Context: an optimization exercise on an open-source flow, tuned for small area, a short achievable clock period and few clock cycles per item. The choices shown serve that exercise and are no tape-out recipe.
RTL that was checked went through simulation tests only; none was proved equivalent to the original.
Power is estimated from default activity; no workload was simulated.

## rtp_h264_depkt32
module rtp_h264_depkt32 (
    input  wire        clk,
    input  wire        rst,
    input  wire        cfg_strict_f,
    input  wire        cfg_zero_byte,
    input  wire        in_valid,
    output wire        in_ready,
    input  wire [31:0] in_data,
    input  wire [2:0]  in_cnt,
    input  wire        in_last,
    output wire        out_valid,
    input  wire        out_ready,
    output wire [31:0] out_data,
    output wire [2:0]  out_cnt,
    output wire        res_valid,
    output wire [2:0]  res_cause,
    output wire [4:0]  res_flags
);
    depkt_core core (
        .clk(clk), .rst(rst),
        .cfg_strict_f(cfg_strict_f), .cfg_zero_byte(cfg_zero_byte),
        .in_valid(in_valid), .in_ready(in_ready), .in_data(in_data), .in_cnt(in_cnt),
        .in_last(in_last),
        .out_valid(out_valid), .out_ready(out_ready), .out_data(out_data), .out_cnt(out_cnt),
        .res_valid(res_valid), .res_cause(res_cause), .res_flags(res_flags)
    );
endmodule
Size: about 39 flip-flops, ~4000 sq um of cells after synthesis.
clock: 7.0 ns
lec_check: 0
abc_area: 1
cap_margin: 20
core_margin: 2
core_utilization: 40
setup_slack_margin: 2.9
slew_margin: 20
standard.sh (not shown) runs the stock make flow with config.mk's settings and CLKGATE_MAP_FILE= SYNTH_SCRIPT=/design/flow/synth_recipe.tcl, a recipe that flattens the netlist after the stock synthesis.
==> flow/flow/run.sh <==
#!/bin/bash
# The standard layout (standard.sh) with two changes:
#  - ABC maps for area (dc2, dch, map -a) in synthesis: ORFS's scripts are copied and
#    their abc_area.script replaced with flow/abc_area.script (ABC_AREA is
#    set in config.mk); synthesis is otherwise the standard flow's own, so the registers
#    and their names are the standard synthesis's;
#  - the port buffers are buf_2 cells instead of the default delay buffers.
# The make output goes to standard.log; each step's log is under orfs/logs.
set -euo pipefail
rm -rf scripts_abc
cp -r "$FLOW_HOME/scripts" scripts_abc
cp flow/abc_area.script scripts_abc/abc_area.script
export SCRIPTS_DIR="$PWD/scripts_abc"
export BUFFER_PORTS_ARGS="-buffer_cell sky130_fd_sc_hd__buf_2"
bash standard.sh > standard.log 2>&1
==> flow/flow/abc_area.script <==
strash
dc2
dch
map -a
topo
stime -c
buffer -c
upsize -c
dnsize -c
Change:
--- a/flow/design.v
+++ b/flow/design.v
@@ -37,15 +37,14 @@
     reg  [3:0]  e;           
     reg  [1:0]  ph;          
     reg  [1:0]  at;          
     reg  [15:0] remain;      
     reg  [2:0]  err;         
     reg  [4:0]  flags;
     reg         ufbit;       
-    reg         tk;          
     function [4:0] classify(input [4:0] t);
         case (t)
             5'd1: classify = 5'b01000;    
             5'd5: classify = 5'b10000;    
             5'd6: classify = 5'b00100;    
             5'd7: classify = 5'b00001;    
             5'd8: classify = 5'b00010;    
@@ -147,33 +146,31 @@
     wire wants  = (st == S_IDLE) || (st == S_COPY) || (st == S_HDR) || (st == S_UNIT);
     wire fire   = active && (!wants || out_ready);
     wire ending = fire && bdone && in_last;
     assign out_valid = in_valid && (((st == S_IDLE) && (is_single || (is_fu && fu_start))) ||
                                     (st == S_COPY) || (st == S_UNIT) ||
                                     ((st == S_HDR) && !rem_zero));
     assign in_ready  = in_valid && (((st == S_COPY) && out_ready) || (st == S_DRAIN) || (st == S_SKIP) ||
-                                    ((st == S_RES) && tk) ||
-                                    ((st == S_SZ) && e_hi) ||
-                                    ((st == S_UNIT) && e_hi && out_ready));
+                                    ((st == S_SZ) && seg_all) ||
+                                    ((st == S_UNIT) && seg_all && out_ready));
     assign res_valid = (st == S_RES) || (st == S_COPY && in_valid && in_last && out_ready);
     assign res_cause = (st != S_RES) ? C_OK :
                        (err == C_TRUNC_UNIT && rem_zero) ? C_ZERO_SIZE : err;
     assign res_flags = (st == S_RES && err != C_OK) ? 5'd0 : flags;
     wire       sel_pre = (st == S_IDLE) || (st == S_HDR);
-    wire       sel_u   = (st == S_UNIT);
-    wire [2:0] emp     = ((e[3:2] == 2'b00 || e == 4'd4) ? e[2:0] : 3'd4) - {1'b0, p};
-    wire [2:0] ccnt    = p[1] ? {1'b0, in_cnt[2], !in_cnt[2]} : in_cnt;
+    wire       sel_e   = (st == S_UNIT) && (e[3:2] == 2'b00 || e == 4'd4);
+    wire [2:0] emp     = e[2:0] - {1'b0, p};
     wire       big     = zb4 || ((st == S_IDLE) && t0[4] && t0[3]);
     wire [7:0] lane3   = (st == S_IDLE) ? ((t0[4] && t0[3]) ? {b0[7:5], b1[4:0]} : 8'h01) :
                          (st == S_HDR)  ? 8'h01 : in_data[31:24];
     always @(*) begin
         out_data[31:24] = lane3;
         out_data[23:16] = sel_pre ? {7'd0, !zb4} : shifted[23:16];
         out_data[15:0]  = sel_pre ? 16'd0 : shifted[15:0];
-        out_cnt         = sel_pre ? {big, !big, !big} : sel_u ? emp : ccnt;
+        out_cnt         = sel_pre ? {big, !big, !big} : sel_e ? emp : avail;
     end
     reg [2:0] end_cause;
     always @(*) begin
         case (st)
             S_IDLE: end_cause = idle_err;
             S_SZ:   end_cause = (in_cnt == {1'b0, p}) ? C_OK :      
                                 seg_end ? C_TRUNC_UNIT :
@@ -187,15 +184,14 @@
     wire       do_cls = (st == S_IDLE) ? (is_single || (is_fu && fu_start)) : (st == S_HDR);
     always @(posedge clk) begin
         if (rst) begin
             st <= S_IDLE;
             p  <= 2'd0;
         end else if (st == S_RES) begin
             st <= S_IDLE;
-            tk <= 1'b0;
         end else if (fire) begin
             if (do_cls || st == S_IDLE)
                 flags <= ((st == S_IDLE) ? 5'd0 : flags) | (do_cls ? cls : 5'd0);
             case (st)
                 S_IDLE: begin
                     err <= idle_err;
                     ph  <= 2'd0;
@@ -262,15 +258,14 @@
                 end
                 default: ;
             endcase
             if (bdone)
                 p <= 2'd0;
             if (ending && st != S_COPY) begin
                 st  <= S_RES;
-                tk  <= !((st == S_DRAIN) || (st == S_SKIP) || e_hi);
                 err <= end_cause;
             end else if (ending)
                 st <= S_IDLE;
         end
     end
 endmodule
 module rtp_h264_depkt32 (
Effect: The changed run produced a clean layout. Synthesized cell count drops by 0.51%. Worst setup slack degrades by 0.023 ns. Design area drops by 4.7%. Via count drops by 1.1%. Core utilization climbs by 0.42 points. Sequential cell count drops by 1. Clock power drops by about 5%. Area after synthesis drops by 4.9%. Hold slack degrades by 0.011 ns. Routed wire length drops by 7.5%. First-iteration DRC count drops by 6.9%. Critical path depth does not change. Total power drops by 5.1%.
Testbench counts after the change, summed over its fixed seeds: cycles 48,649, in bytes 177,094.
Only the layout flow was run in the first run of this note; the RTL was not checked for function there.

* * *

The RTL this note starts from:
==> flow/design.v <==
module depkt_core (
    input  wire        clk,
    input  wire        rst,
    input  wire        cfg_strict_f,
    input  wire        cfg_zero_byte,
    input  wire        in_valid,
    output wire        in_ready,
    input  wire [31:0] in_data,
    input  wire [2:0]  in_cnt,
    input  wire        in_last,
    output wire        out_valid,
    input  wire        out_ready,
    output reg  [31:0] out_data,
    output reg  [2:0]  out_cnt,
    output wire        res_valid,
    output wire [2:0]  res_cause,
    output wire [4:0]  res_flags
);
    localparam [2:0] C_OK         = 3'd0;
    localparam [2:0] C_SHORT      = 3'd1;
    localparam [2:0] C_FBIT       = 3'd2;
    localparam [2:0] C_TRUNC_DON  = 3'd3;
    localparam [2:0] C_TRUNC_SIZE = 3'd4;
    localparam [2:0] C_TRUNC_EXTRA= 3'd5;
    localparam [2:0] C_ZERO_SIZE  = 3'd6;
    localparam [2:0] C_TRUNC_UNIT = 3'd7;
    localparam [2:0] S_IDLE  = 3'd0;    
    localparam [2:0] S_COPY  = 3'd1;    
    localparam [2:0] S_DRAIN = 3'd2;    
    localparam [2:0] S_SZ    = 3'd3;    
    localparam [2:0] S_HDR   = 3'd4;    
    localparam [2:0] S_UNIT  = 3'd5;    
    localparam [2:0] S_RES   = 3'd6;    
    localparam [2:0] S_SKIP  = 3'd7;    
    reg  [2:0]  st;
    reg  [1:0]  p;           
    reg  [3:0]  e;           
    reg  [1:0]  ph;          
    reg  [1:0]  at;          
    reg  [15:0] remain;      
    reg  [2:0]  err;         
    reg  [4:0]  flags;
    reg         ufbit;       
    function [4:0] classify(input [4:0] t);
        case (t)
            5'd1: classify = 5'b01000;    
            5'd5: classify = 5'b10000;    
            5'd6: classify = 5'b00100;    
            5'd7: classify = 5'b00001;    
            5'd8: classify = 5'b00010;    
            default: classify = 5'b00000;
        endcase
    endfunction
    function [3:0] runl(input [1:0] a);
        runl = (a == 2'd2) ? 4'd5 : (a == 2'd3) ? 4'd6 : 4'd2;
    endfunction
    wire [7:0] b0 = in_data[7:0];
    wire [7:0] b1 = in_data[15:8];
    wire [4:0] t0 = b0[4:0];
    wire is_single = (t0 != 5'd0) && (t0[4:3] != 2'b11);
    wire is_ag     = (t0[4:2] == 3'b110);
    wire is_fu     = (t0[4:1] == 4'b1110);
    wire is_fub    = t0[0];
    wire fu_start  = b1[7];
    wire [2:0] idle_err = (in_last && !in_cnt[2] && !(in_cnt[1] && in_cnt[0])) ? C_SHORT :
                          (cfg_strict_f && b0[7])                            ? C_FBIT :
                          (is_fu && is_fub && in_last && in_cnt == 3'd3)     ? C_TRUNC_DON : C_OK;
    wire [1:0]  sh = p;
    reg  [31:0] shifted;
    always @(*) begin
        case (sh)
            2'd0: shifted = in_data;
            2'd1: shifted = {8'hxx, in_data[31:8]};
            2'd2: shifted = {16'hxxxx, in_data[31:16]};
            default: shifted = {24'hxxxxxx, in_data[31:24]};
        endcase
    end
    wire [7:0] hsel = shifted[7:0];    
    reg  [3:0] zbl;
    integer i;
    always @(*)
        for (i = 0; i < 4; i = i + 1)
            zbl[i] = (in_data[8*i +: 5] == 5'd6) || (in_data[8*i +: 5] == 5'd7) ||
                     (in_data[8*i +: 5] == 5'd8);
    wire       zb4  = cfg_zero_byte && zbl[p];
    wire [3:0] cnt4    = {1'b0, in_cnt};
    wire [3:0] cnt1h   = {in_cnt[2], !in_cnt[2] && in_cnt[1] && in_cnt[0],
                          !in_cnt[2] && in_cnt[1] && !in_cnt[0], !in_cnt[2] && !in_cnt[1]};
    wire       e_hi    = e[3] || e[2];
    wire       seg_all = e_hi || (cnt1h[2] && e[1] && e[0]) || (cnt1h[1] && e[1]) ||
                         (cnt1h[0] && (e[1] || e[0]));
    wire       seg_end = (e == 4'd0) || (cnt1h[3] && (!e[3] && !(e[2] && (e[1] || e[0])))) ||
                         (cnt1h[2] && !e_hi) || (cnt1h[1] && !e_hi && !(e[1] && e[0])) ||
                         (cnt1h[0] && !e_hi && !e[1]);
    reg  [2:0] avail;
    always @(*) begin
        case ({in_cnt, p})
            5'b100_00: avail = 3'd4;
            5'b100_01, 5'b011_00: avail = 3'd3;
            5'b100_10, 5'b011_01, 5'b010_00: avail = 3'd2;
            default: avail = 3'd1;
        endcase
    end
    wire [2:0] seg_n   = (e[3:2] == 2'b00 || e == 4'd4) ? e[2:0] - {1'b0, p} : avail;
    wire [15:0] size_next = {(ph == 2'd0) ? shifted[7:0] : remain[15:8],
                             (ph == 2'd0) ? ((p != 2'd3) ? shifted[15:8] : remain[7:0]) :
                             (ph == 2'd1) ? shifted[7:0] : remain[7:0]};
    wire        rem_zero  = (remain == 16'd0);
    wire [15:0] remain_dec = remain + {14'h3fff, p};      
    reg        emit;         
    reg        prefix;       
    reg        fuhdr;        
    reg        bdone;        
    reg  [2:0] ncopy;        
    always @(*) begin
        emit   = 1'b0;
        prefix = 1'b0;
        fuhdr  = 1'b0;
        bdone  = 1'b0;
        ncopy  = avail;
        case (st)
            S_IDLE: begin
                emit   = is_single || (is_fu && fu_start);
                prefix = is_single;
                fuhdr  = is_fu && fu_start;
            end
            S_COPY: begin
                emit  = 1'b1;
                bdone = 1'b1;
            end
            S_DRAIN, S_SKIP: bdone = 1'b1;
            S_SZ:    bdone = seg_all;
            S_HDR: begin
                emit   = !rem_zero;
                prefix = 1'b1;
            end
            S_UNIT: begin
                emit   = 1'b1;
                ncopy  = seg_n;
                bdone  = seg_all;
            end
            default: ;
        endcase
    end
    wire active = in_valid && (st != S_RES);
    wire wants  = (st == S_IDLE) || (st == S_COPY) || (st == S_HDR) || (st == S_UNIT);
    wire fire   = active && (!wants || out_ready);
    wire ending = fire && bdone && in_last;
    assign out_valid = in_valid && (((st == S_IDLE) && (is_single || (is_fu && fu_start))) ||
                                    (st == S_COPY) || (st == S_UNIT) ||
                                    ((st == S_HDR) && !rem_zero));
    assign in_ready  = in_valid && (((st == S_COPY) && out_ready) || (st == S_DRAIN) || (st == S_SKIP) ||
                                    ((st == S_SZ) && seg_all) ||
                                    ((st == S_UNIT) && seg_all && out_ready));
    assign res_valid = (st == S_RES) || (st == S_COPY && in_valid && in_last && out_ready);
    assign res_cause = (st != S_RES) ? C_OK :
                       (err == C_TRUNC_UNIT && rem_zero) ? C_ZERO_SIZE : err;
    assign res_flags = (st == S_RES && err != C_OK) ? 5'd0 : flags;
    wire [7:0] fu_h = {b0[7:5], b1[4:0]};
    always @(*) begin
        case (st)
            S_IDLE: begin
                out_data = {(t0[4] && t0[3]) ? fu_h : 8'h01, zb4 ? 8'h00 : 8'h01, 16'h0000};
                out_cnt  = ((t0[4] && t0[3]) || zb4) ? 3'd4 : 3'd3;
            end
            S_HDR: begin
                out_data = {8'h01, zb4 ? 8'h00 : 8'h01, 16'h0000};
                out_cnt  = zb4 ? 3'd4 : 3'd3;
            end
            default: begin
                out_data = shifted;
                out_cnt  = ncopy;
            end
        endcase
    end
    reg [2:0] end_cause;
    always @(*) begin
        case (st)
            S_IDLE: end_cause = idle_err;
            S_SZ:   end_cause = (in_cnt == {1'b0, p}) ? C_OK :      
                                seg_end ? C_TRUNC_UNIT :
                                (ph == 2'd0 && avail == 3'd1) ? C_TRUNC_SIZE :
                                C_TRUNC_EXTRA;
            S_UNIT: end_cause = !seg_end ? C_TRUNC_UNIT : ufbit ? C_FBIT : C_OK;
            default: end_cause = err;
        endcase
    end
    wire [4:0] cls = classify((st == S_IDLE && is_fu) ? b1[4:0] : hsel[4:0]);
    wire       do_cls = (st == S_IDLE) ? (is_single || (is_fu && fu_start)) : (st == S_HDR);
    always @(posedge clk) begin
        if (rst) begin
            st <= S_IDLE;
            p  <= 2'd0;
        end else if (st == S_RES) begin
            st <= S_IDLE;
        end else if (fire) begin
            if (do_cls || st == S_IDLE)
                flags <= ((st == S_IDLE) ? 5'd0 : flags) | (do_cls ? cls : 5'd0);
            case (st)
                S_IDLE: begin
                    err <= idle_err;
                    ph  <= 2'd0;
                    at  <= t0[1:0];
                    if (is_single)
                        st <= S_COPY;
                    else if (is_fu) begin
                        if (is_fub)
                            st <= S_SKIP;
                        else begin
                            st <= S_COPY;
                            p  <= 2'd2;
                        end
                    end else if (is_ag) begin
                        st <= S_SZ;
                        if (t0[1:0] == 2'd0) begin
                            p <= 2'd1;
                            e <= 4'd3;
                        end else begin
                            p <= 2'd3;
                            e <= 4'd3 + runl(t0[1:0]);
                        end
                    end else
                        st <= S_DRAIN;
                    if (idle_err != C_OK)
                        st <= S_DRAIN;
                end
                S_SKIP:
                    st <= S_COPY;
                S_SZ: begin
                    remain <= size_next;
                    if (seg_end) begin
                        st <= S_HDR;
                        p  <= e[1:0];
                    end else begin
                        e  <= e - 4'd4;
                        ph <= (ph == 2'd0 && p == 2'd3) ? 2'd1 : 2'd2;
                    end
                end
                S_HDR: begin
                    ufbit <= cfg_strict_f && hsel[7];
                    e     <= (remain[15:3] != 13'd0) ? 4'hf : {2'b00, p} + {1'b0, remain[2:0]};
                    if (rem_zero) begin
                        err <= C_ZERO_SIZE;
                        st  <= S_DRAIN;
                    end else
                        st <= S_UNIT;
                end
                S_UNIT: begin
                    if (seg_end) begin
                        ph <= 2'd0;
                        p  <= e[1:0];
                        e  <= (seg_all ? 4'd0 : {2'b00, e[1:0]}) + runl(at);
                        if (ufbit) begin
                            err <= C_FBIT;
                            st  <= S_DRAIN;
                        end else
                            st <= S_SZ;
                    end else begin
                        if (!in_last)
                            remain <= remain_dec;
                        e <= (remain_dec[15:3] != 13'd0) ? 4'hf : {1'b0, remain_dec[2:0]};
                    end
                end
                default: ;
            endcase
            if (bdone)
                p <= 2'd0;
            if (ending && st != S_COPY) begin
                st  <= S_RES;
                err <= end_cause;
            end else if (ending)
                st <= S_IDLE;
        end
    end
endmodule
module rtp_h264_depkt32 (
    input  wire        clk,
    input  wire        rst,
    input  wire        cfg_strict_f,
    input  wire        cfg_zero_byte,
    input  wire        in_valid,
    output wire        in_ready,
    input  wire [31:0] in_data,
    input  wire [2:0]  in_cnt,
    input  wire        in_last,
    output wire        out_valid,
    input  wire        out_ready,
    output wire [31:0] out_data,
    output wire [2:0]  out_cnt,
    output wire        res_valid,
    output wire [2:0]  res_cause,
    output wire [4:0]  res_flags
);
    depkt_core core (
        .clk(clk), .rst(rst),
        .cfg_strict_f(cfg_strict_f), .cfg_zero_byte(cfg_zero_byte),
        .in_valid(in_valid), .in_ready(in_ready), .in_data(in_data), .in_cnt(in_cnt),
        .in_last(in_last),
        .out_valid(out_valid), .out_ready(out_ready), .out_data(out_data), .out_cnt(out_cnt),
        .res_valid(res_valid), .res_cause(res_cause), .res_flags(res_flags)
    );
endmodule
clock: 7.0 ns
lec_check: 0
abc_area: 1
cap_margin: 20
core_margin: 2
core_utilization: 40
setup_slack_margin: 2
slew_margin: 20
==> flow/flow/run.sh <==
#!/bin/bash
set -euo pipefail
export BUFFER_PORTS_ARGS="-buffer_cell sky130_fd_sc_hd__buf_4"
bash standard.sh > standard.log 2>&1
Testbench counts at the start, summed over its fixed seeds: cycles 48,649, in bytes 177,094.
Then changed:
--- a/flow/design.v
+++ b/flow/design.v
@@ -29,11 +29,10 @@
     localparam [2:0] S_DRAIN = 3'd2;    
     localparam [2:0] S_SZ    = 3'd3;    
     localparam [2:0] S_HDR   = 3'd4;    
     localparam [2:0] S_UNIT  = 3'd5;    
     localparam [2:0] S_RES   = 3'd6;    
-    localparam [2:0] S_SKIP  = 3'd7;    
     reg  [2:0]  st;
     reg  [1:0]  p;           
     reg  [3:0]  e;           
     reg  [1:0]  ph;          
     reg  [1:0]  at;          
@@ -82,28 +81,14 @@
         for (i = 0; i < 4; i = i + 1)
             zbl[i] = (in_data[8*i +: 5] == 5'd6) || (in_data[8*i +: 5] == 5'd7) ||
                      (in_data[8*i +: 5] == 5'd8);
     wire       zb4  = cfg_zero_byte && zbl[p];
     wire [3:0] cnt4    = {1'b0, in_cnt};
-    wire [3:0] cnt1h   = {in_cnt[2], !in_cnt[2] && in_cnt[1] && in_cnt[0],
-                          !in_cnt[2] && in_cnt[1] && !in_cnt[0], !in_cnt[2] && !in_cnt[1]};
-    wire       e_hi    = e[3] || e[2];
-    wire       seg_all = e_hi || (cnt1h[2] && e[1] && e[0]) || (cnt1h[1] && e[1]) ||
-                         (cnt1h[0] && (e[1] || e[0]));
-    wire       seg_end = (e == 4'd0) || (cnt1h[3] && (!e[3] && !(e[2] && (e[1] || e[0])))) ||
-                         (cnt1h[2] && !e_hi) || (cnt1h[1] && !e_hi && !(e[1] && e[0])) ||
-                         (cnt1h[0] && !e_hi && !e[1]);
-    reg  [2:0] avail;
-    always @(*) begin
-        case ({in_cnt, p})
-            5'b100_00: avail = 3'd4;
-            5'b100_01, 5'b011_00: avail = 3'd3;
-            5'b100_10, 5'b011_01, 5'b010_00: avail = 3'd2;
-            default: avail = 3'd1;
-        endcase
-    end
-    wire [2:0] seg_n   = (e[3:2] == 2'b00 || e == 4'd4) ? e[2:0] - {1'b0, p} : avail;
+    wire       seg_end = (e <= cnt4);
+    wire       seg_all = (e >= cnt4);
+    wire [2:0] seg_n   = (e[3:2] == 2'b00 || e == 4'd4) ? e[2:0] - {1'b0, p} :
+                                                          in_cnt - {1'b0, p};
     wire [15:0] size_next = {(ph == 2'd0) ? shifted[7:0] : remain[15:8],
                              (ph == 2'd0) ? ((p != 2'd3) ? shifted[15:8] : remain[7:0]) :
                              (ph == 2'd1) ? shifted[7:0] : remain[7:0]};
     wire        rem_zero  = (remain == 16'd0);
     wire [15:0] remain_dec = remain + {14'h3fff, p};      
@@ -115,22 +100,23 @@
     always @(*) begin
         emit   = 1'b0;
         prefix = 1'b0;
         fuhdr  = 1'b0;
         bdone  = 1'b0;
-        ncopy  = avail;
+        ncopy  = in_cnt - {1'b0, p};
         case (st)
             S_IDLE: begin
                 emit   = is_single || (is_fu && fu_start);
                 prefix = is_single;
                 fuhdr  = is_fu && fu_start;
+                bdone  = (is_fu && is_fub) || !(is_single || is_fu || is_ag);
             end
             S_COPY: begin
                 emit  = 1'b1;
                 bdone = 1'b1;
             end
-            S_DRAIN, S_SKIP: bdone = 1'b1;
+            S_DRAIN: bdone = 1'b1;
             S_SZ:    bdone = seg_all;
             S_HDR: begin
                 emit   = !rem_zero;
                 prefix = 1'b1;
             end
@@ -141,17 +127,19 @@
             end
             default: ;
         endcase
     end
     wire active = in_valid && (st != S_RES);
-    wire wants  = (st == S_IDLE) || (st == S_COPY) || (st == S_HDR) || (st == S_UNIT);
-    wire fire   = active && (!wants || out_ready);
+    wire fire   = active && (!emit || out_ready);
     wire ending = fire && bdone && in_last;
+    wire reserved = (t0 == 5'd0) || (t0[4:1] == 4'b1111);
     assign out_valid = in_valid && (((st == S_IDLE) && (is_single || (is_fu && fu_start))) ||
                                     (st == S_COPY) || (st == S_UNIT) ||
                                     ((st == S_HDR) && !rem_zero));
-    assign in_ready  = in_valid && (((st == S_COPY) && out_ready) || (st == S_DRAIN) || (st == S_SKIP) ||
+    assign in_ready  = in_valid && (((st == S_IDLE) && ((is_fu && is_fub && (!fu_start || out_ready)) ||
+                                                        reserved)) ||
+                                    ((st == S_COPY) && out_ready) || (st == S_DRAIN) ||
                                     ((st == S_SZ) && seg_all) ||
                                     ((st == S_UNIT) && seg_all && out_ready));
     assign res_valid = (st == S_RES) || (st == S_COPY && in_valid && in_last && out_ready);
     assign res_cause = (st != S_RES) ? C_OK :
                        (err == C_TRUNC_UNIT && rem_zero) ? C_ZERO_SIZE : err;
@@ -177,11 +165,11 @@
     always @(*) begin
         case (st)
             S_IDLE: end_cause = idle_err;
             S_SZ:   end_cause = (in_cnt == {1'b0, p}) ? C_OK :      
                                 seg_end ? C_TRUNC_UNIT :
-                                (ph == 2'd0 && avail == 3'd1) ? C_TRUNC_SIZE :
+                                (ph == 2'd0 && in_cnt - {1'b0, p} == 3'd1) ? C_TRUNC_SIZE :
                                 C_TRUNC_EXTRA;
             S_UNIT: end_cause = !seg_end ? C_TRUNC_UNIT : ufbit ? C_FBIT : C_OK;
             default: end_cause = err;
         endcase
     end
@@ -202,16 +190,13 @@
                     ph  <= 2'd0;
                     at  <= t0[1:0];
                     if (is_single)
                         st <= S_COPY;
                     else if (is_fu) begin
-                        if (is_fub)
-                            st <= S_SKIP;
-                        else begin
-                            st <= S_COPY;
-                            p  <= 2'd2;
-                        end
+                        st <= S_COPY;
+                        if (!is_fub)
+                            p <= 2'd2;
                     end else if (is_ag) begin
                         st <= S_SZ;
                         if (t0[1:0] == 2'd0) begin
                             p <= 2'd1;
                             e <= 4'd3;
@@ -222,12 +207,10 @@
                     end else
                         st <= S_DRAIN;
                     if (idle_err != C_OK)
                         st <= S_DRAIN;
                 end
-                S_SKIP:
-                    st <= S_COPY;
                 S_SZ: begin
                     remain <= size_next;
                     if (seg_end) begin
                         st <= S_HDR;
                         p  <= e[1:0];
What happened: The new run finished with timing, DRC and antenna clean. Power came out higher by 46%. First-iteration DRC count decreases by 33%. Synthesized area came out lower by 0.87%. Setup slack degrades by 160 ps. Count of clock-buffer cells in the layout is lower by 2. Non-clock buffer count is unchanged. Global-route usage came out lower by 1.1 points.
Testbench counts after the change, summed over its fixed seeds: cycles 48,534, in bytes 177,094.

re-timing with driven ports:
How much do the figures lean on ideal ports? The routed layouts below were timed once more, with nothing changed but the port constraints. Step 1 (the two cells are an assumption about what drives the block):
set clk [get_ports {clk}]
set_driving_cell -lib_cell sky130_fd_sc_hd__clkbuf_16 $clk
set_driving_cell -lib_cell sky130_fd_sc_hd__buf_2 [delete_from_list [all_inputs] $clk]
Step 2 moves the port delays by t, midway between the first and last clock arrival at a register: inputs arrive t later, outputs are due t later. That takes back most of the time a late clock gives input paths. Slacks: ideal / step 1 / step 2; pairs: ideal / step 1.
run | shift t [ns] | slack for setup (ns) | latest minus earliest clock arrival (ns)
the first run of note 1 | 0.337 | 2.957 / 2.910 / 2.910 | 0.007 / 0.007
the second run of note 1 | 0.331 | 2.934 / 2.906 / 2.906 | 0.007 / 0.006
the first run of note 2 | 0.324 | 2.962 / 2.935 / 2.935 | 0.008 / 0.008
the second run of note 2 | 0.329 | 2.804 / 2.779 / 2.779 | 0.009 / 0.009
After both steps setup and hold are still met in every run listed. For the first run of note 1, which loses most, drivers alone change the setup slack by -0.047 ns; drivers and shift together by -0.047 ns.
